This is an optimization exercise on Yosys and OpenROAD, whose aim is small area and a short achievable clock period, not a production implementation.
At most, simulation tests tie the RTL to the original design; equivalence was not proved.
Power and IR drop assume default switching activity.

## r10k_sched
module r10k_sched (
    input  logic        clk,
    input  logic        rst,           
    input  logic [7:0]  n_insts,       
    output logic [7:0]  prog_addr,     
    input  logic [31:0] prog_data0,    
    input  logic [31:0] prog_data1,    
    output logic [1:0]  status,        
    output logic [15:0] cycle,
    output logic [1:0]  fetch_v,
    output logic [15:0] fetch_idx,
    output logic [1:0]  decode_v,
    output logic [15:0] decode_idx,
    output logic [1:0]  dispatch_v,
    output logic [15:0] dispatch_idx,
    output logic [1:0]  issue_v,
    output logic [15:0] issue_idx,
    output logic [1:0]  execute_v,
    output logic [15:0] execute_idx,
    output logic [1:0]  complete_v,
    output logic [15:0] complete_idx,
    output logic [1:0]  retire_v,
    output logic [15:0] retire_idx
);
  localparam logic [1:0] ST_RUN = 2'd0, ST_DONE = 2'd1, ST_ABORT = 2'd2;
  localparam int DECW = 17;
  logic [7:0]             fp, nd, nr;
  logic [1:0]             fq_len, dq_len;
  logic [4:0]             rob_cnt;
  logic [4:0]             flc;                  
  logic [1:0][DECW-1:0]   fq, dq;
  logic [15:0]            rob_done, rob_dv;
  logic [15:0]            map_rdy;
  logic [3:0]             rs_busy, rs_iss, rs_w1, rs_w2;
  logic [3:0][3:0]        rs_t1, rs_t2, rs_d;
  logic [3:0][7:0]        rs_idx;
  logic [3:0]             rs_lat;               
  logic [1:0]             xq_len;
  logic [1:0][1:0]        xq_k;                 
  logic [1:0]             cq_len;
  logic [1:0][3:0]        cq_d;
  logic [1:0][7:0]        cq_idx;
  logic [1:0]             cq_lat;               
  logic [1:0]             cq_wait;
  logic [15:0]            cycle_r;
  logic [1:0]             status_r;
  logic [6:0][1:0]        ev_v;                 
  logic [1:0][7:0]        ev_iss_idx, ev_exe_idx, ev_cmp_idx;
  logic [3:0][3:0]        rs_slot;
  logic [1:0][3:0]        cq_slot;
  always_comb begin
    for (int q = 0; q < 4; q++) rs_slot[q] = rs_idx[q][3:0];
    for (int j = 0; j < 2; j++) cq_slot[j] = cq_idx[j][3:0];
  end
  logic [3:0][1:0][7:0]   ev_io_idx;            
  wire run = (status_r == ST_RUN);
  wire [3:0] h0 = nr[3:0];
  ...
Settings: LEC_CHECK=0, CAP_MARGIN=20, CORE_MARGIN=2, CORE_UTILIZATION=40, CTS_CLUSTER_DIAMETER=100, CTS_CLUSTER_SIZE=20, SLEW_MARGIN=20; clock period 11.0 ns.
standard.sh (not shown) runs the stock make flow with config.mk's settings and CLKGATE_MAP_FILE= SYNTH_SCRIPT=/design/flow/synth_recipe.tcl, a recipe that flattens the netlist after the stock synthesis.
==> flow/flow/run.sh <==
#!/bin/bash
# The standard layout (the standard.sh, standard synthesis unchanged), with two changes to
# how the layout is optimised, not to what it is measured against:
#  - the port buffers are plain buffers (buf_2) instead of the default delay-style cell;
#  - the setup repair aims for more slack than the standard margin, and may change a cell's
#    footprint when it resizes.
# make's full output goes to flow.log here; ORFS's per-step logs stay under orfs/logs.
set -euo pipefail
bash standard.sh "BUFFER_PORTS_ARGS=-buffer_cell sky130_fd_sc_hd__buf_2" \
  SETUP_SLACK_MARGIN=7 MATCH_CELL_FOOTPRINT=0 finish > flow.log 2>&1
Then changed:
--- a/flow/design.v
+++ b/flow/design.v
@@ -38,21 +38,21 @@
   logic [1:0]             xq_len;
   logic [1:0][1:0]        xq_k;                 
   logic [1:0]             cq_len;
   logic [1:0][3:0]        cq_d;
   logic [1:0][7:0]        cq_idx;
   logic [1:0]             cq_lat;               
   logic [1:0]             cq_wait;
   logic [15:0]            cycle_r;
   logic [1:0]             status_r;
   logic [6:0][1:0]        ev_v;                 
-  logic [1:0][7:0]        ev_iss_idx, ev_exe_idx, ev_cmp_idx;
+  logic [1:0][7:0]        ev_iss_idx, ev_cmp_idx;
   logic [3:0][3:0]        rs_slot;
   logic [1:0][3:0]        cq_slot;
   always_comb begin
     for (int q = 0; q < 4; q++) rs_slot[q] = rs_idx[q][3:0];
     for (int j = 0; j < 2; j++) cq_slot[j] = cq_idx[j][3:0];
   end
   logic [3:0][1:0][7:0]   ev_io_idx;            
   wire run = (status_r == ST_RUN);
   wire [3:0] h0 = nr[3:0];
   wire [15:0] done_nx = {rob_done[0], rob_done[15:1]};
@@ -330,31 +330,30 @@
       cq_idx[1] <= ex_idx0;      cq_wait[1] <= xq_k[0][1];
       cq_d[1] <= rs_d[xq_k[0]];  cq_lat[1] <= rs_lat_k[xq_k[0]];
     end else begin
       cq_idx[1] <= ex_idx1;      cq_wait[1] <= xq_k[1][1];
       cq_d[1] <= rs_d[xq_k[1]];  cq_lat[1] <= rs_lat_k[xq_k[1]];
     end
     ev_cmp_idx[0] <= c0 ? cq_idx[0] : cq_idx[1];
     ev_cmp_idx[1] <= cq_idx[1];
     ev_iss_idx[0] <= rs_idx[sel0];
     ev_iss_idx[1] <= rs_idx[sel1];
-    ev_exe_idx[0] <= ex_idx0;
-    ev_exe_idx[1] <= ex_idx1;
     ev_io_idx[0] <= {fp1, fp};
     ev_io_idx[1] <= dq_len[1] ? {nd + 8'd3, nd2} : dq_len[0] ? {nd2, nd1} : {nd1, nd};
     ev_io_idx[2] <= {nd1, nd};
     ev_io_idx[3] <= {nr1, nr};
   end
+  wire [7:0] exe_idx0 = (cq_len[1] && ev_v[4] == 2'b01) ? cq_idx[1] : cq_idx[0];
   assign prog_addr = fp;
   assign status    = status_r;
   assign cycle     = cycle_r;
   assign fetch_v    = ev_v[0];  assign fetch_idx    = ev_io_idx[0];
   assign decode_v   = ev_v[1];  assign decode_idx   = ev_io_idx[1];
   assign dispatch_v = ev_v[2];  assign dispatch_idx = ev_io_idx[2];
   assign issue_v    = ev_v[3];
   assign issue_idx  = ev_iss_idx;
   assign execute_v  = ev_v[4];
-  assign execute_idx  = ev_exe_idx;
+  assign execute_idx  = {cq_idx[1], exe_idx0};
   assign complete_v = ev_v[5];
   assign complete_idx = ev_cmp_idx;
   assign retire_v   = ev_v[6];  assign retire_idx   = ev_io_idx[3];
 endmodule
Effect: The changed run completed without violations. Clock-buffer cell count is lower by 2. Core utilization came out higher by 0.32 points. Clock power is higher by roughly a tenth. Global-route usage rises by 0.50 points. Hold slack gains 0.035 ns. Register-to-register slack is about the same. Final cell count hardly moves. Combinational power is lower by a few percent. Sequential power shrinks by a few percent. Power shrinks slightly.
Function not checked in the first run of this note: the RTL went through the layout flow alone.

-- what the ideal ports hide --
No port has a modelled driver above. Below, the same layouts with a new extraction and two added sets of constraints.
Step 1 sets driving cells, clkbuf_16 on the clock port and buf_2 on the other inputs (assumed; they add their load-dependent delay and slew).
Step 2 adds t to the input delays and takes it off the output delays; t is the mean of the earliest and latest rising clock arrival at the registers after step 1. Input paths then give back, and output paths get back, about the clock's delay inside the block.
Three values: ideal, step 1, step 2; two values: the first two.
run | shift t [ns] | slack for setup (ns) | worst setup path at the end | worst register clock-pin slew, ns
the first run | 0.651 | 7.046 / 7.081 / 6.430 | input to register | 0.10 / 0.10
the second run | 0.669 | 7.044 / 6.980 / 6.511 | input to register | 0.10 / 0.10
After both steps setup and hold are still met in every run listed. For the first run, which loses most, drivers alone change the setup slack by +0.035 ns; drivers and shift together by -0.616 ns.
